This design comes from an exercise in tuning for small area, a short achievable clock period and few clock cycles on the open sky130 flow, not from production work.
The RTL was checked by simulation tests, not by an equivalence proof against the original design.
No activity file was given, so power comes from the tool's default toggle rates.

==> flow/design.v <==
module hw6_core (
    input  wire         clk,
    input  wire         rst,             
    input  wire [13:0]  prog_len,        
    output wire [13:0]  imem_addr,
    input  wire [31:0]  imem_rdata,
    output wire         dmem_re,
    output wire         dmem_we,
    output wire [15:0]  dmem_addr,
    output wire [15:0]  dmem_wdata,
    output wire [1:0]   dmem_wstrb,
    input  wire [15:0]  dmem_rdata,
    output wire         ret_valid,
    output wire [13:0]  ret_pc,
    output wire         ret_xw,
    output wire [3:0]   ret_xw_idx,
    output wire [15:0]  ret_xw_data,
    output wire [3:0]   ret_vw_mask,
    output wire [3:0]   ret_vw_idx,
    output wire [63:0]  ret_vw_data,
    output wire [2:0]   ret_cc,
    output wire         ret_unknown,
    output wire [143:0] vtx_pos,         
    output wire [47:0]  vtx_col,         
    output wire [3:0]   gsr,             
    output wire         halted,
    output wire         fault,
    output wire [2:0]   fault_code,
    output wire [17:0]  fault_info
);
    localparam [7:0] OP_ADD_D   = 8'h00, OP_ADD_F   = 8'h01, OP_ADDI_D  = 8'h02,
                     OP_ADDI_F  = 8'h03, OP_VADD    = 8'h04, OP_AND_D   = 8'h05,
                     OP_ANDI_D  = 8'h06, OP_MOV     = 8'h07, OP_MOVI_D  = 8'h08,
                     OP_MOVI_F  = 8'h09, OP_VMOV    = 8'h0A, OP_VMOVI   = 8'h0B,
                     OP_CMP     = 8'h0C, OP_CMPI    = 8'h0D, OP_VCMOV   = 8'h0E,
                     OP_VCMOVI  = 8'h0F, OP_LDB     = 8'h10, OP_LDW     = 8'h11,
                     OP_STB     = 8'h12, OP_STW     = 8'h13, OP_SETVTX  = 8'h20,
                     OP_SETCOL  = 8'h21, OP_ROTATE  = 8'h22, OP_TRANSL  = 8'h23,
                     OP_SCALE   = 8'h24, OP_BEGINP  = 8'h25, OP_FLUSH   = 8'h26,
                     OP_DRAW    = 8'h27, OP_BRN     = 8'h30, OP_BRZ     = 8'h31,
                     OP_BRP     = 8'h32, OP_BRNZ    = 8'h33, OP_BRNP    = 8'h34,
                     OP_BRZP    = 8'h35, OP_BRNZP   = 8'h36, OP_JMP     = 8'h37,
                     OP_JSR     = 8'h38, OP_JSRR    = 8'h39, OP_HALT    = 8'h40;
    localparam [2:0] F_PC = 3'd1, F_VIDX = 3'd3, F_MEM = 3'd4, F_RSV = 3'd5, F_UNPRED = 3'd7;
    localparam [3:0] PC_IDX = 4'd15, LR_IDX = 4'd14;
    function [2:0] cc_of;                 
        input [15:0] r;
        cc_of = r[15] ? 3'b100 : ((r == 16'd0) ? 3'b010 : 3'b001);
    endfunction
    reg  [15:0]  xr [0:14];              
    reg  [63:0]  vr [0:15];              
    reg  [2:0]   cc;                     
    reg  [15:0]  vx [0:2];
    reg  [15:0]  vy [0:2];
    reg  [15:0]  vz [0:2];
    reg  [15:0]  cr, cg, cb;             
    reg  [1:0]   cur;
    reg  [3:0]   gsr_r;
    reg          halted_r;
    reg          fault_r;
    reg  [2:0]   fault_code_r;
    reg  [17:0]  fault_info_r;
    reg          stop;                   
    reg  signed [16:0] fpc;              
    reg  signed [16:0] dpc;              
    reg                dval;
    reg         eval;
    reg  [31:0] eir;
    reg  signed [16:0] epc;
    reg         e_pcbad;
    reg  [1:0]  eph;                     
    reg  [3:0]  e_rb;                    
    reg  [3:0]  e_wi;                    
    reg  [3:0]  e_va;                    
    reg         e_ccw;                   
    reg         m_re, m_we;
    reg  [15:0] m_addr, m_wdata;
    reg  [1:0]  m_wstrb;
    reg         w_valid;
    reg  [13:0] w_pc;
    reg         w_xw;
    reg  [3:0]  w_xi;
    reg  [15:0] w_xd;
    reg  [3:0]  w_vm;
    reg  [3:0]  w_vi;
    reg  [63:0] w_vd;
    reg  [2:0]  w_cc;
    reg         w_unk;
    reg         w_halt;
    reg  [5:0]  w_g;                     
    reg         w_prim;
    wire [31:0] diw  = imem_rdata;
    wire [7:0]  dop  = diw[31:24];
    wire d_condbr = (dop[7:3] == 5'b00110) && (dop[2:0] != 3'd6) && (dop[2:0] != 3'd7);
    wire d_uncond = (dop == OP_BRNZP) || (dop == OP_JSR);
    wire d_load   = (dop == OP_LDB) || (dop == OP_LDW);
    wire d_store  = (dop == OP_STB) || (dop == OP_STW);
    wire d_gvec   = (dop == OP_SETVTX) || (dop == OP_SETCOL) || (dop == OP_TRANSL);
    wire d_pcbad  = dpc[16] || (dpc[15:0] >= {2'b00, prog_len});
    wire signed [16:0] d_target = dpc + 17'sd1 + {diw[15], diw[15:0]};
    wire [7:0]  op    = eir[31:24];
    wire [3:0]  f_d   = eir[23:20];
    wire [3:0]  f_s1  = eir[19:16];
    wire [3:0]  f_s2  = eir[11:8];
    wire [5:0]  f_vd  = eir[21:16];
    wire [5:0]  f_vs1 = eir[13:8];
    wire [5:0]  f_vs2 = eir[5:0];
    wire [1:0]  f_lane = eir[23:22];
    wire [15:0] imm   = eir[15:0];
    wire is_r3    = (op == OP_ADD_D) || (op == OP_ADD_F) || (op == OP_AND_D);
    wire is_ri    = (op == OP_ADDI_D) || (op == OP_ADDI_F) || (op == OP_ANDI_D);
    wire is_mem   = (op == OP_LDB) || (op == OP_LDW) || (op == OP_STB) || (op == OP_STW);
    wire is_load  = (op == OP_LDB) || (op == OP_LDW);
    wire is_store = (op == OP_STB) || (op == OP_STW);
    wire is_movi  = (op == OP_MOVI_D) || (op == OP_MOVI_F);
    wire is_gvec  = (op == OP_SETVTX) || (op == OP_SETCOL) || (op == OP_TRANSL);
    wire is_word  = (op == OP_LDW) || (op == OP_STW);
    wire known =
        (op <= OP_STW) ||
        ((op >= OP_SETVTX) && (op <= OP_DRAW)) ||
        ((op >= OP_BRN) && (op <= OP_JSRR)) ||
        (op == OP_HALT);
    wire [15:0] xa = (f_s1 == PC_IDX) ? 16'd0 : xr[f_s1];
    wire [15:0] xb = (e_rb == PC_IDX) ? 16'd0 : xr[e_rb];
    wire [63:0] va = vr[e_va];
    wire [63:0] vb = vr[f_vs2[3:0]];
    reg        exc;
    reg [2:0]  exc_code;
    reg [17:0] exc_info;
    always @(*) begin
        exc = 1'b0;
        exc_code = 3'd0;
        exc_info = 18'd0;
        if (is_r3) begin
            if (f_d == PC_IDX || f_s1 == PC_IDX || f_s2 == PC_IDX) begin
                exc = 1'b1; exc_code = F_RSV; exc_info = {14'd0, PC_IDX};
            end
        end else if (is_ri || is_mem) begin
            if (f_d == PC_IDX || f_s1 == PC_IDX) begin
                exc = 1'b1; exc_code = F_RSV; exc_info = {14'd0, PC_IDX};
            end
        end else if (op == OP_MOV || op == OP_CMP) begin
            if (f_s1 == PC_IDX || f_s2 == PC_IDX) begin
                exc = 1'b1; exc_code = F_RSV; exc_info = {14'd0, PC_IDX};
            end
        end else if (is_movi || op == OP_CMPI || op == OP_JMP) begin
            if (f_s1 == PC_IDX) begin
                exc = 1'b1; exc_code = F_RSV; exc_info = {14'd0, PC_IDX};
            end
        end else if (op == OP_JSRR) begin
            if (f_s1 == PC_IDX) begin
                exc = 1'b1; exc_code = F_RSV; exc_info = {14'd0, PC_IDX};
            end else if (f_s1 == LR_IDX) begin
                exc = 1'b1; exc_code = F_UNPRED; exc_info = {14'd0, LR_IDX};
            end
        end else if (op == OP_VADD) begin
            if (f_vd[5:4] != 2'b00) begin
                exc = 1'b1; exc_code = F_VIDX; exc_info = {12'd0, f_vd};
            end else if (f_vs1[5:4] != 2'b00) begin
                exc = 1'b1; exc_code = F_VIDX; exc_info = {12'd0, f_vs1};
            end else if (f_vs2[5:4] != 2'b00) begin
                exc = 1'b1; exc_code = F_VIDX; exc_info = {12'd0, f_vs2};
            end
        end else if (op == OP_VMOV) begin
            if (f_vd[5:4] != 2'b00) begin
                exc = 1'b1; exc_code = F_VIDX; exc_info = {12'd0, f_vd};
            end else if (f_vs1[5:4] != 2'b00) begin
                exc = 1'b1; exc_code = F_VIDX; exc_info = {12'd0, f_vs1};
            end
        end else if (op == OP_VCMOV) begin
            if (f_vd[5:4] != 2'b00) begin
                exc = 1'b1; exc_code = F_VIDX; exc_info = {12'd0, f_vd};
            end else if (f_s2 == PC_IDX) begin
                exc = 1'b1; exc_code = F_RSV; exc_info = {14'd0, PC_IDX};
            end
        end else if (op == OP_VMOVI || op == OP_VCMOVI || is_gvec) begin
            if (f_vd[5:4] != 2'b00) begin
                exc = 1'b1; exc_code = F_VIDX; exc_info = {12'd0, f_vd};
            end
        end
    end
    wire signed [17:0] ea = $signed({2'b00, xa}) + $signed({{2{imm[15]}}, imm});
    wire ea_bad = ea[17] || ea[16] || (is_word && (ea[15:0] == 16'hFFFF));
    wire        use_imm = is_ri;
    wire [15:0] opb     = use_imm ? imm : xb;
    wire [15:0] sum     = xa + opb;
    wire [15:0] andv    = xa & opb;
    wire [15:0] cmpb    = (op == OP_CMPI) ? imm : xb;
    wire        lt      = $signed(xa) < $signed(cmpb);
    wire        eq      = (xa == cmpb);
    reg        ex_xw;
    reg [15:0] ex_xd;
    reg        ex_ccw;
    reg [2:0]  ex_cc;
    always @(*) begin
        ex_xw = 1'b0;
        ex_xd = 16'd0;
        ex_ccw = 1'b0;
        ex_cc = 3'b000;
        case (op)
            OP_ADD_D, OP_ADD_F, OP_ADDI_D, OP_ADDI_F: begin
                ex_xw = 1'b1; ex_xd = sum; ex_ccw = 1'b1; ex_cc = cc_of(sum);
            end
            OP_AND_D, OP_ANDI_D: begin
                ex_xw = 1'b1; ex_xd = andv; ex_ccw = 1'b1; ex_cc = cc_of(andv);
            end
            OP_MOV: begin
                ex_xw = 1'b1; ex_xd = xb; ex_ccw = 1'b1; ex_cc = cc_of(xb);
            end
            OP_MOVI_D, OP_MOVI_F: begin
                ex_xw = 1'b1; ex_xd = imm; ex_ccw = 1'b1; ex_cc = cc_of(imm);
            end
            OP_CMP, OP_CMPI: begin
                ex_ccw = 1'b1; ex_cc = lt ? 3'b100 : (eq ? 3'b010 : 3'b001);
            end
            OP_JSR, OP_JSRR: begin
                ex_xw = 1'b1; ex_xd = {epc[13:0] + 14'd1, 2'b00};
            end
            default: ;
        endcase
    end
    reg [3:0]  ex_vm;
    reg [63:0] ex_vd;
    always @(*) begin
        ex_vm = 4'b0000;
        ex_vd = va;
        case (op)
            OP_VADD: begin
                ex_vm = 4'b1111;
                ex_vd = {va[63:48] + vb[63:48], va[47:32] + vb[47:32],
                         va[31:16] + vb[31:16], va[15:0]  + vb[15:0]};
            end
            OP_VMOV: begin
                ex_vm = 4'b1111; ex_vd = va;
            end
            OP_VMOVI: begin
                ex_vm = 4'b1111; ex_vd = {4{imm}};
            end
            OP_VCMOV: begin
                ex_vm = 4'b0001 << f_lane; ex_vd = {4{xb}};
            end
            OP_VCMOVI: begin
                ex_vm = 4'b0001 << f_lane; ex_vd = {4{imm}};
            end
            default: ;
        endcase
    end
    wire e_live    = eval && !stop;
    wire e_fault   = e_live && (e_pcbad || exc || (is_mem && eph == 2'd0 && ea_bad));
    wire e_ok      = e_live && !e_pcbad && !exc;         
    wire e_commit  = e_ok && !is_load && !(is_store && ea_bad);
    wire e_ld_ph0  = e_ok && is_load && (eph == 2'd0) && !ea_bad;
    wire e_ld_done = e_ok && is_load && (eph == 2'd2);
    wire e_redirect = e_commit && (op == OP_JMP || op == OP_JSRR);
    wire signed [16:0] e_target = {3'b000, xa[15:2]};
    wire e_free  = !eval || !(is_load && eph != 2'd2);
    reg d_ccok;
    wire [2:0] cc_fwd = (eval && e_ccw) ? ex_cc : cc;
    always @(*) begin
        case (dop[2:0])
            3'd0: d_ccok = cc_fwd[2];
            3'd1: d_ccok = cc_fwd[1];
            3'd2: d_ccok = cc_fwd[0];
            3'd3: d_ccok = cc_fwd[2] | cc_fwd[1];
            3'd4: d_ccok = cc_fwd[2] | cc_fwd[0];
            3'd5: d_ccok = cc_fwd[1] | cc_fwd[0];
            default: d_ccok = 1'b1;
        endcase
    end
    wire e_ph2  = eval && is_load && (eph == 2'd2);
    wire dgo    = dval && !stop && e_free && !e_redirect && !(e_ph2 && d_condbr);
    wire d_taken = dgo && !d_pcbad && (d_uncond || (d_condbr && d_ccok));
    wire hold   = (dgo && d_load) ||
                  (eval && is_load && eph == 2'd0) ||
                  (eval && is_load && eph == 2'd1 && dval && d_condbr);
    wire [15:0] ld_val = eir[24] ? dmem_rdata : {8'd0, dmem_rdata[7:0]};
    wire [2:0]  ld_cc  = cc_of(ld_val);
    integer i;
    always @(posedge clk) begin
        if (rst) begin
            fpc <= 17'sd0;
            dpc <= 17'sd0;
            dval <= 1'b0;
            eval <= 1'b0;
            eph <= 2'd0;
            stop <= 1'b0;
            m_re <= 1'b0;
            m_we <= 1'b0;
            w_valid <= 1'b0;
            w_halt <= 1'b0;
            w_g <= 6'd0;
        end else begin
            if (e_redirect)   fpc <= e_target;
            else if (d_taken) fpc <= d_target;
            else if (!hold)   fpc <= fpc + 17'sd1;
            dpc <= fpc;
            dval <= !(e_redirect || d_taken);
            if (dgo) begin
                eval <= 1'b1;
                eir <= diw;
                epc <= dpc;
                e_pcbad <= d_pcbad;
                e_rb <= d_store ? diw[23:20] : diw[11:8];
                e_va <= d_gvec ? diw[19:16] : diw[11:8];
                e_ccw <= (dop <= OP_AND_D && dop != OP_VADD) || dop == OP_ANDI_D ||
                         dop == OP_MOV || dop == OP_MOVI_D || dop == OP_MOVI_F ||
                         dop == OP_CMP || dop == OP_CMPI;
                eph <= 2'd0;
            end else if (e_ld_ph0) begin
                eph <= 2'd1;
            end else if (e_ok && is_load && eph == 2'd1) begin
                eph <= 2'd2;
            end else if (e_commit || e_ld_done) begin
                eval <= 1'b0;
            end
            if (e_fault || (e_commit && op == OP_HALT))
                stop <= 1'b1;
            m_re <= e_ld_ph0;
            m_we <= e_commit && is_store;
            if (e_ld_ph0 || (e_commit && is_store)) m_addr <= ea[15:0];
            if (e_commit && is_store) begin
                m_wdata <= xb;
                m_wstrb <= is_word ? 2'b11 : 2'b01;
            end
            w_valid <= e_commit || e_ld_done;
            w_halt  <= e_commit && op == OP_HALT;
            w_g     <= e_commit ? {op == OP_DRAW, op == OP_FLUSH, op == OP_BEGINP,
                                   op == OP_TRANSL, op == OP_SETCOL, op == OP_SETVTX} : 6'd0;
            w_prim  <= (f_s1 != 4'd0);
            w_pc    <= epc[13:0];
            w_xw    <= e_ld_done ? 1'b1 : ex_xw;
            w_xi    <= e_ld_done ? f_d : e_wi;
            w_xd    <= e_ld_done ? ld_val : ex_xd;
            w_vm    <= e_ld_done ? 4'b0000 : ex_vm;
            w_vi    <= f_vd[3:0];
            w_vd    <= ex_vd;
            w_cc    <= e_ld_done ? ld_cc : (ex_ccw ? ex_cc : cc);
            w_unk   <= !known;
        end
        if (dgo)
            e_wi <= (dop == OP_MOV || dop == OP_MOVI_D || dop == OP_MOVI_F) ? diw[19:16] :
                    (dop == OP_JSR || dop == OP_JSRR) ? LR_IDX : diw[23:20];
        if (rst) begin
            cc <= 3'b000;
            for (i = 0; i < 15; i = i + 1) xr[i] <= 16'd0;
            for (i = 0; i < 16; i = i + 1) vr[i] <= 64'd0;
            for (i = 0; i < 3; i = i + 1) begin
                vx[i] <= 16'd0; vy[i] <= 16'd0; vz[i] <= 16'd0;
            end
            cr <= 16'd0; cg <= 16'd0; cb <= 16'd0;
            cur <= 2'd0;
            gsr_r <= 4'd0;
            halted_r <= 1'b0;
            fault_r <= 1'b0;
            fault_code_r <= 3'd0;
            fault_info_r <= 18'd0;
        end else begin
            if (e_commit) begin
                if (ex_xw) xr[e_wi] <= ex_xd;
                if (ex_ccw) cc <= ex_cc;
                if (ex_vm[0]) vr[f_vd[3:0]][15:0]  <= ex_vd[15:0];
                if (ex_vm[1]) vr[f_vd[3:0]][31:16] <= ex_vd[31:16];
                if (ex_vm[2]) vr[f_vd[3:0]][47:32] <= ex_vd[47:32];
                if (ex_vm[3]) vr[f_vd[3:0]][63:48] <= ex_vd[63:48];
            end
            if (e_ld_done) begin
                xr[f_d] <= ld_val;
                cc <= ld_cc;
            end
            if (e_fault) begin
                fault_r <= 1'b1;
                if (e_pcbad) begin
                    fault_code_r <= F_PC;
                    fault_info_r <= {epc[16], epc};
                end else if (exc) begin
                    fault_code_r <= exc_code;
                    fault_info_r <= exc_info;
                end else begin
                    fault_code_r <= F_MEM;
                    fault_info_r <= ea;
                end
            end
            if (w_halt) halted_r <= 1'b1;
            if (w_g[0]) begin
                for (i = 0; i < 3; i = i + 1)
                    if (cur == i) begin
                        vx[i] <= {4'd0, w_vd[31:20]};
                        vy[i] <= {4'd0, w_vd[47:36]};
                        vz[i] <= {4'd0, w_vd[63:52]};
                    end
                cur <= (cur == 2'd2) ? 2'd0 : cur + 2'd1;
            end
            if (w_g[1]) begin
                cr <= {4'd0, w_vd[15:4]};
                cg <= {4'd0, w_vd[31:20]};
                cb <= {4'd0, w_vd[47:36]};
            end
            if (w_g[2]) begin
                for (i = 0; i < 3; i = i + 1) begin
                    vx[i] <= vx[i] + {{4{w_vd[31]}}, w_vd[31:20]};
                    vy[i] <= vy[i] + {{4{w_vd[47]}}, w_vd[47:36]};
                end
            end
            if (w_g[3]) gsr_r[1:0] <= w_prim ? 2'b10 : 2'b01;
            if (w_g[4]) gsr_r[3:2] <= 2'b10;
            if (w_g[5]) gsr_r[3:2] <= 2'b01;
        end
    end
    assign imem_addr  = fpc[13:0];
    assign dmem_re    = m_re;
    assign dmem_we    = m_we;
    assign dmem_addr  = m_addr;
    assign dmem_wdata = m_wdata;
    assign dmem_wstrb = m_wstrb;
    assign ret_valid   = w_valid;
    assign ret_pc      = w_pc;
    assign ret_xw      = w_xw;
    assign ret_xw_idx  = w_xi;
    assign ret_xw_data = w_xd;
    assign ret_vw_mask = w_vm;
    assign ret_vw_idx  = w_vi;
    assign ret_vw_data = w_vd;
    assign ret_cc      = w_cc;
    assign ret_unknown = w_unk;
    assign vtx_pos = {vz[2], vy[2], vx[2], vz[1], vy[1], vx[1], vz[0], vy[0], vx[0]};
    assign vtx_col = {cb, cg, cr};
    assign gsr     = gsr_r;
    assign halted     = halted_r;
    assign fault      = fault_r;
    assign fault_code = fault_code_r;
    assign fault_info = fault_info_r;
endmodule
==> flow/run.sh <==
#!/bin/bash
# synth_recipe.tcl (not shown) runs the flow's synth.tcl, then flattens the netlist and writes it again
# the make line also repeats each setting of config.mk as NAME=value (left out here)
make -C /OpenROAD-flow-scripts/flow DESIGN_CONFIG=/design/flow/config.mk WORK_HOME=/design/flow/orfs CLKGATE_MAP_FILE= SYNTH_SCRIPT=/design/flow/synth_recipe.tcl finish
==> flow/config.mk <==
export PLATFORM = sky130hd
export DESIGN_NAME = hw6_core
export DESIGN_NICKNAME = hw6_core
export VERILOG_FILES = /design/flow/design.v
export SDC_FILE = /design/flow/constraint.sdc
export NUM_CORES = 4
export LEC_CHECK = 0
export CAP_MARGIN = 20
export CORE_MARGIN = 2
export CORE_UTILIZATION = 45
export PLACE_DENSITY = 0.6
export SLEW_MARGIN = 20
==> flow/constraint.sdc <==
create_clock -name core_clock -period 12.0 [get_ports {clk}]
set_input_delay 2.4000 -clock core_clock [delete_from_list [all_inputs] [get_ports {clk}]]
set_output_delay 2.4000 -clock core_clock [all_outputs]
set_load 0.01 [all_outputs]
==> impl_metrics.env, run 1 <==
export IMPL_synth_compound_area_frac=0.07276
export IMPL_setup_tns_ps=0
export IMPL_fin_cells=10825
export IMPL_status="timing/DRC/antenna clean"
export IMPL_slew_headroom=0.1630
export IMPL_leakage_nw=37.03
export IMPL_swShare=0.2784
export IMPL_layout_commonest_cell="nor2_1"
export IMPL_r2r_end="vr[1][19]"
export IMPL_critPathArrivalTime_ps=8800
export IMPL_fill_cells=17869
export IMPL_io_pins=445
export IMPL_fin_skew_ps=42.25
export IMPL_antenna_found_initial=25
export IMPL_synth_largest_area_cell="edfxtp_1"
export IMPL_cp_max_fo=44
export IMPL_cts_root_buf="clkbuf_16"
export IMPL_p_int_mw=11.40
export IMPL_slew_viol_final=0
export IMPL_synth_edf_count=1488
export IMPL_cpPeakStageDelay_ps=920
export IMPL_cp_top_family="simple AND/OR/NAND/NOR gates"
export IMPL_core_mm2=0.2098
export IMPL_place_gp_congestion=0.9872
export IMPL_clkPwrFrac=0.385
export IMPL_cap_violations=0
export IMPL_drc=0
export IMPL_hold_path_class="reg -> reg"
export IMPL_fin_crit_ps=8350
export IMPL_synthXorXnorAreaFrac=0.01485
export IMPL_overflow=0
export IMPL_dp_final_hpwl_mm=244.7
export IMPL_cp_end_kind="flop"
export IMPL_vdd_drop_max_mv=0.1582
export IMPL_clk_latency_ps=870
export IMPL_hold_viol=0
export IMPL_cts_tree="done"
export IMPL_rsz0062_at_grt="no"
export IMPL_grt_max_degree=109
export IMPL_max_clock_path_buffers=3
export IMPL_grt_pass1_vias=66209
export IMPL_cp_common_cell="buf_4"
export IMPL_viasPerCell=6.461
export IMPL_hold_end="epc[0]"
export IMPL_cts_sinks=1753
export IMPL_p_sw_mw=4.397
export IMPL_finalCritPeriodShare=0.6958
export IMPL_cellPowerDensity_mw_per_mm2=145.6
export IMPL_rrSetupSlack_ps=3650
export IMPL_syn_inst=7635
export IMPL_netlist_area_leader_share=0.4704
export IMPL_cts_hold_buffers_added=0
export IMPL_ant_nets=0
export IMPL_ys_ff_latch=1753
export IMPL_vias=69935
export IMPL_post_cts_buffers=0
export IMPL_crit_cells=18
export IMPL_synth_seq_area_share=0.5263
export IMPL_timing_fmax_mhz=119.8
export IMPL_synth_ff_type="edfxtp_1"
export IMPL_critPathKind="reg -> reg"
export IMPL_worst_pin_slew_ps=1249
export IMPL_grt_first_pass_wirelength_mm=488.4
export IMPL_ctsResizeCount=0
export IMPL_cts_max_level=4
export IMPL_synth_adder_area_share=0.03317
export IMPL_syn2layout_area_growth_pct=14.23
export IMPL_synth_area_leaders="edfxtp_1 47%, mux4_2 18%, nor2_1 6.3%"
export IMPL_die_y_um=463.4
export IMPL_synth_top_family_by_area="multiplexers"
export IMPL_clkTransAtPathRegs_ps=60
export IMPL_fin_nets=8147
export IMPL_yosys_area_share_simple=0.1226
export IMPL_drtIter0Drc=10008
export IMPL_avgSynthCellArea_um2=12.44
export IMPL_grt_total_usage=0.3140
export IMPL_setup_viol=0
export IMPL_cts_made_buffers=189
export IMPL_cp_slowest_cell="buf_4"
export IMPL_cp_cell_sequence="buf_4 -> mux4_2 -> mux4_2 -> nor2b_1 -> buf_4 -> ha_1 -> o21ai_0 -> o21ai_0 -> nand4_1 -> and2_1 -> o311ai_0 -> and4_1 -> nand4_1 -> nand3_1 -> nand2_1 -> nand2_4 -> buf_4 -> o21ai_2"
export IMPL_cp_buffers_inverters=3
export IMPL_finalPower_mw=15.79
export IMPL_startpoint_type="flop"
export IMPL_ys_types=91
export IMPL_initial_core_util=0.4528
export IMPL_muxShareOfSynthArea=0.1994
export IMPL_hp_start="dpc[0]"
export IMPL_seqPwrFrac=0.447
export IMPL_rows=168
export IMPL_drive_gt1_frac=0.1771
export IMPL_wl_per_cell_um=31.71
export IMPL_crit_required_ps=12450
export IMPL_pwr_share_comb=0.168
export IMPL_die_area_mm2=0.2148
export IMPL_portBuffers=419
export IMPL_rr_worst_depth=18
export IMPL_synth_area_mm2=0.09498
export IMPL_dp_cells=10452
export IMPL_drt_wl_total_mm=343.3
export IMPL_ys_warn_count=4
export IMPL_firstDrtPassIters=8
export IMPL_hold_depth=0
export IMPL_die_w_um=463.4
export IMPL_final_cell_mix="1599 x nor2_1, 1488 x edfxtp_1, 776 x mux4_2"
export IMPL_synthArstFlopShare=0
## routing by layer
layer	part of all wire	global-route usage	up-vias
met5	0.00028	0	-
met2	0.45	0.4837	4362
met1	0.39	0.4266	35561
li1	-	-	29316
met3	0.11	0.06848	682
met4	0.052	0.1435	14
## worst max-delay path by stage
stage / startpoint / slack (ps) / endpoint
6_report: flop / 3650 / vr[1][19]
5_1_grt: flop / 3120 / vr[0][21]
4_1_cts: flop / 3720 / xr[9][9]
3_5_place_dp: flop / 3770 / xr[9][10]
3_3_place_gp: flop / 3800 / xr[9][10]
2_1_floorplan: rst / 3500 / xr[0][0]
## metrics by stage
stage	hold WS, ps	instance area [um2]	setup WS, ps	util
after floorplan	400.8	95070	3495	-
after global placement	414.6	102100	3805	0.4865
after detailed placement	422.8	102100	3767	0.4865
after CTS	437.3	108400	3724	0.5169
after global routing	453.9	108500	3123	0.5171
final	436.7	108500	3650	0.5172
## power groups by stage
stage | Clock, mW | Combinational [mW] | Sequential (mW)
after detailed placement | 0 | 2.60 | 7.18
final | 6.08 | 2.65 | 7.06
after floorplan | 0 | 1.73 | 7.06
after global routing | 6.35 | 2.79 | 7.08
after global placement | 0 | 2.57 | 7.17
after CTS | 6.11 | 2.61 | 7.06
## worst register-to-register path, stage by stage (launching register included)
cell and delay [ps]:
dfxtp_4 810, buf_4 690, mux4_2 590, mux4_2 510
nor2b_1 150, buf_4 190, ha_1 350, o21ai_0 130
o21ai_0 320, nand4_1 220, and2_1 210, o311ai_0 640
and4_1 310, nand4_1 200, nand3_1 410, nand2_1 160
nand2_4 450, buf_4 1000, o21ai_2 590
## synth_stat cells, drive strengths merged, types with 22 or more instances
cell type,instances
o211ai,34
nor2,1604
nand3,110
nor3,89
and3,23
mux2,48
nand2,602
buf,153
clkbuf,429
nor4,43
edfxtp,1488
mux2i,92
inv,131
or2,27
dfxtp,265
a21o,73
nand3b,22
nand2b,35
mux4,776
nor2b,73
and2,33
xnor2,96
o21ai,239
o21bai,24
a211oi,57
ha,231
a22oi,36
nand4,29
xor2,65
a21oi,364
## cell type report
cell class,instances,area (um2),share of cell area
diodes,18,45.04,0.0004151
clock buffers,235,4995,0.04604
clock inverters,119,1383,0.01274
inverters,132,503.0,0.004636
multi-input cells,5191,42600,0.3926
flip-flops and latches,1753,50030,0.4611
well taps,2805,3510,0.03235
repair buffers,572,5431,0.05006
## flip-flops by register name (all words and copies together), names as in the netlist, 14 cells and up, named ones only
name,flops
w_vd,64
fault_info_r,18
epc,17
dpc,17
w_pc,14
eir,32
m_addr,16
m_wdata,16
vz,36
fpc,17
vy,48
vx,48
vr,1024
w_xd,16
xr,256
## logic make-up (layout without fill, tap and decap cells)
| group | Yosys count | count (layout) |
|---|---|---|
| DFF | 1753 | 1753 |
| AOI/OAI and AO/OA | 1087 | 1087 |
| adders and majority gates | 244 | 244 |
| other | 2 | 43 |
| and+or+nand+nor | 2758 | 2758 |
| xor gates and xnor gates | 161 | 161 |
| buffers and inverters | 714 | 1058 |
| muxes | 916 | 916 |
Testbench counts, summed over its fixed seeds: cycles 89,042.
==> inputs of run 2 (changes only) <==
--- a/flow/design.v
+++ b/flow/design.v
@@ -61,6 +61,7 @@
     reg  [2:0]   fault_code_r;
     reg  [17:0]  fault_info_r;
     reg          stop;                   
+    integer i;
     reg  signed [16:0] fpc;              
     reg  signed [16:0] dpc;              
     reg                dval;
@@ -71,7 +72,10 @@
     reg  [1:0]  eph;                     
     reg  [3:0]  e_rb;                    
     reg  [3:0]  e_wi;                    
-    reg  [3:0]  e_va;                    
+    reg  [15:0] sel_va, sel_vb;          
+    reg  [14:0] sel_xa, sel_xb;          
+    reg  [15:0] vv;                      
+    reg  [14:0] xv;                      
     reg         e_ccw;                   
     reg         m_re, m_we;
     reg  [15:0] m_addr, m_wdata;
@@ -120,10 +124,19 @@
         ((op >= OP_SETVTX) && (op <= OP_DRAW)) ||
         ((op >= OP_BRN) && (op <= OP_JSRR)) ||
         (op == OP_HALT);
-    wire [15:0] xa = (f_s1 == PC_IDX) ? 16'd0 : xr[f_s1];
-    wire [15:0] xb = (e_rb == PC_IDX) ? 16'd0 : xr[e_rb];
-    wire [63:0] va = vr[e_va];
-    wire [63:0] vb = vr[f_vs2[3:0]];
+    reg [63:0] va, vb;
+    reg [15:0] xa, xb;
+    always @(*) begin
+        va = 64'd0; vb = 64'd0; xa = 16'd0; xb = 16'd0;
+        for (i = 0; i < 16; i = i + 1) begin
+            va = va | ({64{sel_va[i]}} & vr[i]);
+            vb = vb | ({64{sel_vb[i]}} & vr[i]);
+        end
+        for (i = 0; i < 15; i = i + 1) begin
+            xa = xa | ({16{sel_xa[i]}} & xr[i]);
+            xb = xb | ({16{sel_xb[i]}} & xr[i]);
+        end
+    end
     reg        exc;
     reg [2:0]  exc_code;
     reg [17:0] exc_info;
@@ -251,7 +264,7 @@
     wire e_commit  = e_ok && !is_load && !(is_store && ea_bad);
     wire e_ld_ph0  = e_ok && is_load && (eph == 2'd0) && !ea_bad;
     wire e_ld_done = e_ok && is_load && (eph == 2'd2);
-    wire e_redirect = e_commit && (op == OP_JMP || op == OP_JSRR);
+    wire e_redirect = e_ok && (op == OP_JMP || op == OP_JSRR);
     wire signed [16:0] e_target = {3'b000, xa[15:2]};
     wire e_free  = !eval || !(is_load && eph != 2'd2);
     reg d_ccok;
@@ -275,7 +288,26 @@
                   (eval && is_load && eph == 2'd1 && dval && d_condbr);
     wire [15:0] ld_val = eir[24] ? dmem_rdata : {8'd0, dmem_rdata[7:0]};
     wire [2:0]  ld_cc  = cc_of(ld_val);
-    integer i;
+    wire        is_vcm = (op == OP_VCMOV) || (op == OP_VCMOVI);
+    wire [3:0]  vw_en  = e_ok ? (ex_vm | {4{is_vcm && !vv[f_vd[3:0]]}}) : 4'b0000;
+    wire [63:0] vw_data;
+    genvar g;
+    generate for (g = 0; g < 4; g = g + 1) begin : lanes
+        assign vw_data[16*g +: 16] = (is_vcm && !ex_vm[g]) ? 16'd0 : ex_vd[16*g +: 16];
+    end endgenerate
+    wire        xw_en  = (e_ok && ex_xw) || e_ld_done;
+    wire [3:0]  xw_idx = e_ld_done ? f_d : e_wi;
+    wire [15:0] xw_data = e_ld_done ? ld_val : ex_xd;
+    reg  [15:0] vv_next;
+    reg  [14:0] xv_next;
+    always @(*) begin
+        for (i = 0; i < 16; i = i + 1)
+            vv_next[i] = vv[i] || (vw_en != 4'b0000 && f_vd[3:0] == i);
+        for (i = 0; i < 15; i = i + 1)
+            xv_next[i] = xv[i] || (xw_en && xw_idx == i);
+    end
+    wire [3:0] d_va_idx = d_gvec ? diw[19:16] : diw[11:8];
+    wire [3:0] d_xb_idx = d_store ? diw[23:20] : diw[11:8];
     always @(posedge clk) begin
         if (rst) begin
             fpc <= 17'sd0;
@@ -301,7 +333,14 @@
                 epc <= dpc;
                 e_pcbad <= d_pcbad;
                 e_rb <= d_store ? diw[23:20] : diw[11:8];
-                e_va <= d_gvec ? diw[19:16] : diw[11:8];
+                for (i = 0; i < 16; i = i + 1) begin
+                    sel_va[i] <= (d_va_idx == i) && vv_next[i];
+                    sel_vb[i] <= (diw[3:0] == i) && vv_next[i];
+                end
+                for (i = 0; i < 15; i = i + 1) begin
+                    sel_xa[i] <= (diw[19:16] == i) && xv_next[i];
+                    sel_xb[i] <= (d_xb_idx == i) && xv_next[i];
+                end
                 e_ccw <= (dop <= OP_AND_D && dop != OP_VADD) || dop == OP_ANDI_D ||
                          dop == OP_MOV || dop == OP_MOVI_D || dop == OP_MOVI_F ||
                          dop == OP_CMP || dop == OP_CMPI;
@@ -323,8 +362,8 @@
                 m_wstrb <= is_word ? 2'b11 : 2'b01;
             end
             w_valid <= e_commit || e_ld_done;
-            w_halt  <= e_commit && op == OP_HALT;
-            w_g     <= e_commit ? {op == OP_DRAW, op == OP_FLUSH, op == OP_BEGINP,
+            w_halt  <= e_ok && op == OP_HALT;
+            w_g     <= e_ok ? {op == OP_DRAW, op == OP_FLUSH, op == OP_BEGINP,
                                    op == OP_TRANSL, op == OP_SETCOL, op == OP_SETVTX} : 6'd0;
             w_prim  <= (f_s1 != 4'd0);
             w_pc    <= epc[13:0];
@@ -333,7 +372,7 @@
             w_xd    <= e_ld_done ? ld_val : ex_xd;
             w_vm    <= e_ld_done ? 4'b0000 : ex_vm;
             w_vi    <= f_vd[3:0];
-            w_vd    <= ex_vd;
+            w_vd    <= vw_data;
             w_cc    <= e_ld_done ? ld_cc : (ex_ccw ? ex_cc : cc);
             w_unk   <= !known;
         end
@@ -342,8 +381,8 @@
                     (dop == OP_JSR || dop == OP_JSRR) ? LR_IDX : diw[23:20];
         if (rst) begin
             cc <= 3'b000;
-            for (i = 0; i < 15; i = i + 1) xr[i] <= 16'd0;
-            for (i = 0; i < 16; i = i + 1) vr[i] <= 64'd0;
+            vv <= 16'd0;
+            xv <= 15'd0;
             for (i = 0; i < 3; i = i + 1) begin
                 vx[i] <= 16'd0; vy[i] <= 16'd0; vz[i] <= 16'd0;
             end
@@ -355,18 +394,10 @@
             fault_code_r <= 3'd0;
             fault_info_r <= 18'd0;
         end else begin
-            if (e_commit) begin
-                if (ex_xw) xr[e_wi] <= ex_xd;
-                if (ex_ccw) cc <= ex_cc;
-                if (ex_vm[0]) vr[f_vd[3:0]][15:0]  <= ex_vd[15:0];
-                if (ex_vm[1]) vr[f_vd[3:0]][31:16] <= ex_vd[31:16];
-                if (ex_vm[2]) vr[f_vd[3:0]][47:32] <= ex_vd[47:32];
-                if (ex_vm[3]) vr[f_vd[3:0]][63:48] <= ex_vd[63:48];
-            end
-            if (e_ld_done) begin
-                xr[f_d] <= ld_val;
-                cc <= ld_cc;
-            end
+            vv <= vv_next;
+            xv <= xv_next;
+            if (e_ok && ex_ccw) cc <= ex_cc;
+            if (e_ld_done) cc <= ld_cc;
             if (e_fault) begin
                 fault_r <= 1'b1;
                 if (e_pcbad) begin
@@ -406,6 +437,13 @@
             if (w_g[5]) gsr_r[3:2] <= 2'b01;
         end
     end
+    always @(posedge clk) begin
+        if (xw_en) xr[xw_idx] <= xw_data;
+        if (vw_en[0]) vr[f_vd[3:0]][15:0]  <= vw_data[15:0];
+        if (vw_en[1]) vr[f_vd[3:0]][31:16] <= vw_data[31:16];
+        if (vw_en[2]) vr[f_vd[3:0]][47:32] <= vw_data[47:32];
+        if (vw_en[3]) vr[f_vd[3:0]][63:48] <= vw_data[63:48];
+    end
     assign imem_addr  = fpc[13:0];
     assign dmem_re    = m_re;
     assign dmem_we    = m_we;
==> impl_metrics.env, run 2 <==
export IMPL_synth_seq_area_share=0.6088
export IMPL_r2r_start="eir[29]"
export IMPL_fin_crit_ps=6310
export IMPL_cp_max_fo=20
export IMPL_final_cell_mix="1526 x edfxtp_1, 462 x a22oi_1, 423 x nand2_1"
export IMPL_netlist_area_leader_share=0.5425
export IMPL_multi_input_comb_area_mm2=0.03128
export IMPL_cap_violations=0
export IMPL_syn2layout_area_growth_pct=16.94
export IMPL_timing_fmax_mhz=158.5
export IMPL_critPathKind="reg -> reg"
export IMPL_synthXorXnorAreaFrac=0.01991
export IMPL_muxShareOfSynthArea=0.01421
export IMPL_synth_largest_area_cell="edfxtp_1"
export IMPL_antenna_found_initial=13
export IMPL_setup_tns_ps=0
export IMPL_vias=68598
export IMPL_leakage_nw=32.51
export IMPL_place_gp_congestion=0.9655
export IMPL_rsz0062_at_grt="no"
export IMPL_wl_per_cell_um=34.90
export IMPL_setup_viol=0
export IMPL_clk_latency_ps=860
export IMPL_largest_reg_flops=1024
export IMPL_max_clock_path_buffers=3
export IMPL_r2r_end="fpc[6]"
export IMPL_crit_required_ps=12740
export IMPL_grt_pass1_vias=65864
export IMPL_ant_nets=0
export IMPL_die_w_um=437.3
export IMPL_slew_viol_final=0
export IMPL_die_area_mm2=0.1912
export IMPL_synth_ff_type="edfxtp_1"
export IMPL_postLayoutCoreUtil=0.5277
export IMPL_crit_end="fpc[6]"
export IMPL_ys_types=92
export IMPL_cts_hold_buffers_added=0
export IMPL_ctsResizeCount=0
export IMPL_die_y_um=437.3
export IMPL_viasPerCell=6.986
export IMPL_cpPeakStageDelay_ps=770
export IMPL_slew_headroom=0.1116
export IMPL_finalCritPeriodShare=0.5258
export IMPL_synth_most_common_cell="edfxtp_1"
export IMPL_synth_area_leaders="edfxtp_1 54%, dfxtp_1 6.6%, a221oi_1 4.2%"
export IMPL_cp_buffers_inverters=2
export IMPL_overflow=0
export IMPL_synth_edf_count=1526
export IMPL_clkTransAtPathRegs_ps=70
export IMPL_fill_cells=15754
export IMPL_crit_cells=18
export IMPL_cp_common_cell="a21o_1"
export IMPL_ys_ff_latch=1806
export IMPL_layout_commonest_cell="edfxtp_1"
export IMPL_startpoint="eir[29]"
export IMPL_cts_sinks=1806
export IMPL_dp_cells=9448
export IMPL_grt_max_degree=87
export IMPL_synth_adder_area_share=0.03730
export IMPL_post_cts_buffers=0
export IMPL_rows=159
export IMPL_rr_worst_depth=18
export IMPL_fin_skew_ps=48.23
export IMPL_seq_area_mm2=0.05144
export IMPL_hp_start="w_g[5]"
export IMPL_fin_cells=9820
export IMPL_portBuffers=419
export IMPL_cp_slowest_cell="nor4_4"
export IMPL_drt_wl_total_mm=342.7
export IMPL_status="timing/DRC/antenna clean"
export IMPL_io_pins=445
export IMPL_drc=0
export IMPL_hold_viol=0
export IMPL_synth_area_mm2=0.08447
export IMPL_grt_total_usage=0.3465
export IMPL_dp_final_hpwl_mm=207.3
export IMPL_worst_pin_slew_ps=1322
export IMPL_cts_made_buffers=190
export IMPL_grt_first_pass_wirelength_mm=479.3
export IMPL_cellPowerDensity_mw_per_mm2=137.6
export IMPL_syn_inst=6782
export IMPL_synth_top_family_by_area="compound AO/OA/AOI/OAI gates"
export IMPL_drtIter0Drc=12572
export IMPL_ys_warn_count=4
export IMPL_synth_compound_area_frac=0.1965
export IMPL_hold_path_class="reg -> reg"
export IMPL_firstDrtPassIters=12
export IMPL_vdd_drop_max_mv=0.1393
export IMPL_drive_gt1_frac=0.1018
export IMPL_rrSetupSlack_ps=5690
export IMPL_cp_cell_sequence="nor4_4 -> nand4b_1 -> buf_4 -> mux2_2 -> ha_1 -> fa_1 -> a211o_1 -> a21o_1 -> a2111o_1 -> a21o_1 -> a221oi_1 -> o2111a_1 -> a21o_1 -> a21oi_1 -> o311ai_4 -> buf_4 -> mux2_1 -> o22ai_1"
export IMPL_core_mm2=0.1872
export IMPL_cts_root_buf="clkbuf_16"
export IMPL_synthArstFlopShare=0
export IMPL_yosys_area_share_simple=0.09367
export IMPL_cts_max_level=4
export IMPL_fin_nets=7458
export IMPL_cp_end_kind="flop"
export IMPL_avgSynthCellArea_um2=12.45
export IMPL_cts_tree="done"
export IMPL_critPathArrivalTime_ps=7050
export IMPL_initial_core_util=0.4512
export IMPL_startpoint_type="flop"
export IMPL_synth_common_cells="1526 x edfxtp_1, 469 x nor2_1, 462 x a22oi_1, 423 x nand2_1, 403 x a221oi_1"
export IMPL_cp_top_family="compound AO/OA/AOI/OAI gates"
## run 2: cell types whose count changed in the layout (fill, tap and decap cells not counted), moves of 51 or more
| cell | previous run | this run |
|---|---|---|
| a22o_1 | 9 | 390 |
| a221oi_1 | 8 | 398 |
| a22oi_1 | 36 | 462 |
| nor2_1 | 1599 | 388 |
| o21ai_2 | 66 | 5 |
| nor2_2 | 2 | 53 |
| mux4_2 | 776 | 5 |
| buf_4 | 145 | 202 |
| nand4_1 | 29 | 161 |
| and3_1 | 23 | 99 |
| nand2_1 | 599 | 423 |
## run 2: through the flow
| step | instance area (um2) | setup slack, ps | power (mW) | hold slack, ps |
|---|---|---|---|---|
| detailed placement | 92280 | 5870 | 7.637 | 410.0 |
| CTS | 98690 | 5821 | 13.60 | 417.9 |
| global route | 98760 | 5456 | 13.90 | 434.0 |
| global placement | 92260 | 6005 | 7.634 | 412.4 |
| finish | 98780 | 5690 | 13.59 | 423.1 |
| floorplan | 84560 | 495.2 | 7.322 | 400.8 |
## run 2: layout make-up
type / instances / share of cell area
inverter: 101 / 0.003914
clock buffer: 237 / 0.05189
antenna: 9 / 0.0002280
timing repair buffer: 643 / 0.06196
clock inverter: 121 / 0.01302
sequential: 1806 / 0.5207
multi-input combinational: 4408 / 0.3167
tap: 2495 / 0.03160
## run 2: metal layers
metal	routed length [um]	track usage	vias to the layer above	part of all wire
li1	-	-	27974	-
met1	122600	0.4406	33252	0.36
met2	149200	0.5284	5829	0.44
met3	44860	0.09442	1527	0.13
met4	25940	0.2091	16	0.076
met5	115	0	-	0.00034
## run 2: cell families after synthesis
kind of cell               Yosys count
AOI/OAI and AO/OA                 2207
xor gates and xnor gates           192
adders and majority gates          244
buffers and inverters              591
DFF                               1806
muxes                              110
other                                2
and+or+nand+nor                   1630
## run 2: worst reg2reg max path: cells and delay by family (launching register included)
| kind | cells | cell delay (ps) |
|---|---|---|
| buffers and inverters | 2 | 670 |
| flip-flops | 1 | 540 |
| adder cells (fa/ha/maj) | 2 | 750 |
| AO/OA/AOI/OAI | 10 | 2510 |
| multiplexers | 2 | 670 |
| AND/OR/NAND/NOR | 2 | 1070 |
## run 2: worst min path at each step
stage                          end  slack (ps)  cells past startpoint
after floorplan           gsr_r[3]         400                      1
after global placement    gsr_r[3]         410                      1
after detailed placement  gsr_r[3]         410                      1
after CTS                 gsr_r[3]         420                      1
after global routing      gsr_r[3]         430                      1
final                     gsr_r[3]         420                      1
## run 2: power breakdown
| group | switching, mW | internal [mW] | leakage (nW) |
|---|---|---|---|
| combinational | 0.470 | 0.217 | 14.0 |
| sequential | 0.0730 | 6.78 | 15.4 |
| clock | 2.58 | 3.46 | 3.13 |
| total | 3.13 | 10.5 | 32.5 |
Testbench counts of run 2, summed over its fixed seeds: cycles 89,042.
==> inputs of run 3 (changes only) <==
--- a/flow/design.v
+++ b/flow/design.v
@@ -65,6 +65,14 @@
     reg  signed [16:0] fpc;              
     reg  signed [16:0] dpc;              
     reg                dval;
+    reg                fp_pred;          
+    reg  [3:0]   bt_v;
+    reg  [13:0]  bt_pc [0:3];
+    reg  [13:0]  bt_tg [0:3];
+    reg  [1:0]   bt_ptr;
+    reg  [13:0]  ras;
+    reg          e_pred;                 
+    reg  [13:0]  e_pnext;
     reg         eval;
     reg  [31:0] eir;
     reg  signed [16:0] epc;
@@ -264,7 +272,8 @@
     wire e_commit  = e_ok && !is_load && !(is_store && ea_bad);
     wire e_ld_ph0  = e_ok && is_load && (eph == 2'd0) && !ea_bad;
     wire e_ld_done = e_ok && is_load && (eph == 2'd2);
-    wire e_redirect = e_ok && (op == OP_JMP || op == OP_JSRR);
+    wire e_redirect = e_ok && (op == OP_JSRR ||
+                               (op == OP_JMP && !(e_pred && e_pnext == xa[15:2])));
     wire signed [16:0] e_target = {3'b000, xa[15:2]};
     wire e_free  = !eval || !(is_load && eph != 2'd2);
     reg d_ccok;
@@ -282,7 +291,24 @@
     end
     wire e_ph2  = eval && is_load && (eph == 2'd2);
     wire dgo    = dval && !stop && e_free && !e_redirect && !(e_ph2 && d_condbr);
-    wire d_taken = dgo && !d_pcbad && (d_uncond || (d_condbr && d_ccok));
+    wire d_jmp   = (dop == OP_JMP);
+    wire d_act   = d_uncond || (d_condbr && d_ccok);      
+    wire d_taken = dgo && !d_pcbad && (fp_pred ? (d_condbr && !d_ccok) : (d_act || d_jmp));
+    wire signed [16:0] dpc_inc = dpc + 17'sd1;
+    wire signed [16:0] d_next  = fp_pred ? dpc_inc : d_jmp ? {3'b000, ras} : d_target;
+    wire d_alloc = dgo && !d_pcbad && !fp_pred && d_act && (d_target[16:14] == 3'b000);
+    reg        p_hit;
+    reg [13:0] p_tgt;
+    always @(*) begin
+        p_hit = 1'b0;
+        p_tgt = 14'd0;
+        for (i = 0; i < 4; i = i + 1)
+            if (bt_v[i] && bt_pc[i] == fpc[13:0]) begin
+                p_hit = 1'b1;
+                p_tgt = p_tgt | bt_tg[i];
+            end
+        if (fpc[16:14] != 3'b000) p_hit = 1'b0;
+    end
     wire hold   = (dgo && d_load) ||
                   (eval && is_load && eph == 2'd0) ||
                   (eval && is_load && eph == 2'd1 && dval && d_condbr);
@@ -313,6 +339,10 @@
             fpc <= 17'sd0;
             dpc <= 17'sd0;
             dval <= 1'b0;
+            fp_pred <= 1'b0;
+            bt_v <= 4'd0;
+            bt_ptr <= 2'd0;
+            ras <= 14'd0;
             eval <= 1'b0;
             eph <= 2'd0;
             stop <= 1'b0;
@@ -323,10 +353,22 @@
             w_g <= 6'd0;
         end else begin
             if (e_redirect)   fpc <= e_target;
-            else if (d_taken) fpc <= d_target;
-            else if (!hold)   fpc <= fpc + 17'sd1;
+            else if (d_taken) fpc <= d_next;
+            else if (!hold)   fpc <= p_hit ? {3'b000, p_tgt} : fpc + 17'sd1;
+            if (e_redirect || d_taken) fp_pred <= 1'b0;
+            else if (!hold)            fp_pred <= p_hit;
             dpc <= fpc;
             dval <= !(e_redirect || d_taken);
+            if (d_alloc) begin
+                bt_v[bt_ptr] <= 1'b1;
+                bt_pc[bt_ptr] <= dpc[13:0];
+                bt_tg[bt_ptr] <= d_target[13:0];
+                bt_ptr <= bt_ptr + 2'd1;
+            end
+            if (e_ok && op == OP_JSRR)
+                ras <= epc[13:0] + 14'd1;
+            else if (dgo && dop == OP_JSR)
+                ras <= dpc_inc[13:0];
             if (dgo) begin
                 eval <= 1'b1;
                 eir <= diw;
@@ -345,6 +387,8 @@
                          dop == OP_MOV || dop == OP_MOVI_D || dop == OP_MOVI_F ||
                          dop == OP_CMP || dop == OP_CMPI;
                 eph <= 2'd0;
+                e_pred <= !fp_pred && d_jmp;
+                e_pnext <= ras;
             end else if (e_ld_ph0) begin
                 eph <= 2'd1;
             end else if (e_ok && is_load && eph == 2'd1) begin
--- a/flow/config.mk
+++ b/flow/config.mk
@@ -7,6 +7,7 @@
 export LEC_CHECK = 0
 export CAP_MARGIN = 20
 export CORE_MARGIN = 2
-export CORE_UTILIZATION = 45
-export PLACE_DENSITY = 0.6
+export CORE_UTILIZATION = 60
+export PLACE_DENSITY = 0.7
+export SETUP_SLACK_MARGIN = 5
 export SLEW_MARGIN = 20
==> impl_metrics.env, run 3 <==
export IMPL_finalCritPeriodShare=0.5783
export IMPL_io_pins=445
export IMPL_die_y_um=393.6
export IMPL_status="timing/DRC/antenna clean"
export IMPL_drive_gt1_frac=0.1006
export IMPL_max_clock_path_buffers=3
export IMPL_fin_skew_ps=59.80
export IMPL_layout_commonest_cell="edfxtp_1"
export IMPL_die_area_mm2=0.1549
export IMPL_rr_worst_depth=16
export IMPL_synth_most_common_cell="edfxtp_1"
export IMPL_setup_viol=0
export IMPL_rows=142
export IMPL_timing_fmax_mhz=144.1
export IMPL_syn2layout_area_growth_pct=16.01
export IMPL_muxShareOfSynthArea=0.01230
export IMPL_cellPowerDensity_mw_per_mm2=136.7
export IMPL_place_gp_congestion=0.9931
export IMPL_synth_seq_area_share=0.6112
export IMPL_drc=0
export IMPL_dpl_cell_area_mm2=0.09871
export IMPL_synth_edf_count=1653
export IMPL_grt_total_usage=0.4383
export IMPL_holdWs_ps=440.8
export IMPL_die_w_um=393.6
export IMPL_fin_nets=8209
export IMPL_vias=74908
export IMPL_dp_final_hpwl_mm=204.5
export IMPL_ys_warn_count=4
export IMPL_grt_util_met2=0.6551
export IMPL_viasPerCell=7.419
export IMPL_leakage_nw=34.61
export IMPL_synth_compound_area_frac=0.1857
export IMPL_busiest_layer="met2"
export IMPL_slew_headroom=0.1583
export IMPL_hold_viol=0
export IMPL_avgSynthCellArea_um2=12.13
export IMPL_startpoint_type="flop"
export IMPL_antenna_found_initial=17
export IMPL_syn_inst=7509
export IMPL_worst_pin_slew_ps=1254
export IMPL_synth_area_leaders="edfxtp_1 55%, dfxtp_1 6.6%, a22oi_1 5.4%"
export IMPL_drt_wl_total_mm=351.0
export IMPL_portBuffers=419
export IMPL_fin_crit_ps=6940
export IMPL_globalRouteMet1Util=0.5636
export IMPL_grt_max_degree=156
export IMPL_overflow=0
export IMPL_cp_max_fo=20
export IMPL_synth_area_mm2=0.09107
export IMPL_clkTransAtPathRegs_ps=60
export IMPL_ys_ff_latch=1954
export IMPL_cts_sinks=1954
export IMPL_finalPower_mw=14.44
export IMPL_synth_top_family_by_area="compound AO/OA/AOI/OAI gates"
export IMPL_synth_largest_area_cell="edfxtp_1"
export IMPL_firstDrtPassIters=15
export IMPL_slew_viol_final=0
export IMPL_synth_common_cells="1653 x edfxtp_1, 657 x a22oi_1, 576 x nor2_1, 561 x nand2_1, 446 x a21oi_1"
export IMPL_synthArstFlopShare=0
export IMPL_critPathArrivalTime_ps=7480
export IMPL_critPathKind="reg -> reg"
export IMPL_ant_nets=0
export IMPL_ys_types=90
export IMPL_initial_core_util=0.6059
export IMPL_hold_depth=1
export IMPL_cap_violations=0
export IMPL_vdd_drop_max_mv=0.1610
export IMPL_synth_ff_type="edfxtp_1"
export IMPL_final_cell_mix="1653 x edfxtp_1, 657 x a22oi_1, 561 x nand2_1"
export IMPL_grt_pass1_vias=70764
export IMPL_synth_adder_area_share=0.03528
export IMPL_rsz0062_at_grt="no"
export IMPL_cts_tree="done"
export IMPL_synthXorXnorAreaFrac=0.02626
export IMPL_crit_required_ps=12540
export IMPL_cts_max_level=4
export IMPL_cp_end_kind="flop"
export IMPL_grt_first_pass_wirelength_mm=492.9
export IMPL_yosys_area_share_simple=0.09854
export IMPL_largest_reg_flops=1024
export IMPL_setup_tns_ps=0
export IMPL_rrSetupSlack_ps=5060
export IMPL_core_mm2=0.1503
export IMPL_wl_per_cell_um=34.76
export IMPL_hold_path_class="reg -> reg"
export IMPL_netlist_area_leader_share=0.5451
export IMPL_cts_root_buf="clkbuf_16"
export IMPL_drtIter0Drc=13796
export IMPL_met3_usage=0.1283
export IMPL_final_cell_area_mm2=0.1057
export IMPL_cts_made_buffers=196
export IMPL_clk_latency_ps=860
==> run 3: cell type report <==
| class | instances | area [um2] |
|---|---|---|
| Sequential cell | 1954 | 55670 |
| Clock buffer | 243 | 5275 |
| Timing Repair Buffer | 706 | 6721 |
| Fill cell | 10516 | 44660 |
| Inverter | 161 | 611.8 |
| Tap cell | 2016 | 2522 |
| Antenna cell | 17 | 42.54 |
| Multi-Input combinational cell | 4877 | 33500 |
| Clock inverter | 123 | 1305 |
==> run 3: what timing repair did <==
item / CTS / global route
setup buffers: 9 / 12
hold buffers: 0 / 0
pin swaps: 4 / 2
endpoints found under the setup margin: 86 / 128
resized for setup: 3 / 7
==> run 3: stage by stage <==
stage / setup slack (ps) / utilization / std cells
2_1_floorplan: 4729 / - / 7532
3_3_place_gp: 4107 / 0.6564 / 9685
3_5_place_dp: 4090 / 0.6567 / 9689
4_1_cts: 5008 / 0.7011 / 10064
5_1_grt: 4949 / 0.7026 / 10082
6_report: 5060 / 0.7029 / 10097
==> run 3: cells by family (layout without fill, tap and decap cells) <==
logic type | after synthesis | count (layout)
adder cells (fa/ha/maj) | 249 | 249
AND/OR/NAND/NOR | 1918 | 1918
multiplexers | 103 | 103
flip-flops | 1954 | 1954
other | 2 | 42
XOR/XNOR | 273 | 273
AO/OA/AOI/OAI | 2309 | 2309
buffers and inverters | 701 | 1233
==> run 3: per-layer routing <==
metal  vias up  part of all wire
li1      30370                 -
met1     35849              0.34
met4        14             0.078
met5         -           0.00026
met2      6923              0.43
met3      1752              0.15
==> run 3: report_power, final <==
part / total (mW) / switching [mW] / internal (mW)
clock network: 6.29 / 2.70 / 3.59
registers: 7.41 / 0.0674 / 7.34
logic: 0.744 / 0.517 / 0.227
==> run 3: final timing paths <==
kind | endpoint | from
max | bt_tg[3][8] | sel_xb[11]
min | gsr_r[3] | w_g[5]
max reg2reg | bt_tg[3][8] | sel_xb[11]
min reg2reg | gsr_r[3] | w_g[5]
==> run 3: critical path, stage by stage, from the launching register on <==
cell and delay, ps:
edfxtp_1 810, a222oi_1 450, and3_1 210, nand4_1 470, mux2_2 480, ha_1 380
and4_1 270, o41a_1 480, or4_1 510, a2111oi_1 360, and4_1 310, nand3_1 170
a31o_2 250, nand4_1 250, or4b_4 610, nor3b_4 380, buf_8 250
Testbench counts of run 3, summed over its fixed seeds: cycles 80,287.

==> afterwards: timing with drivers on the ports <==
The results above use ideal ports. As a check the final layouts listed here were re-extracted and re-timed, cells and wires unchanged.
Step 1 assumes that a clkbuf_16 drives the clock port and a buf_2 every other input.
Step 2 moves the port delays by t, midway between the first and last clock arrival at a register: inputs arrive t later, outputs are due t later. That takes back most of the time a late clock gives input paths.
Three values: no drivers, after step 1, after step 2; two values: the first two.
run	t (ns)	setup slack, ns	hold WS [ns]	worst setup path after step 2	slew at the worst register clock pin (ns)
run 1	0.940	3.650 / 3.650 / 3.650	0.437 / 0.437 / 0.437	register to register	0.07 / 0.07
run 2	0.923	5.690 / 5.690 / 5.690	0.423 / 0.423 / 0.423	register to register	0.07 / 0.07
run 3	0.918	5.060 / 5.060 / 4.296	0.441 / 0.441 / 0.441	input to register	0.07 / 0.07
After both steps setup and hold are still met in every run listed. For run 3, which loses most, drivers alone change the setup slack by 0.000 ns; drivers and shift together by -0.764 ns.
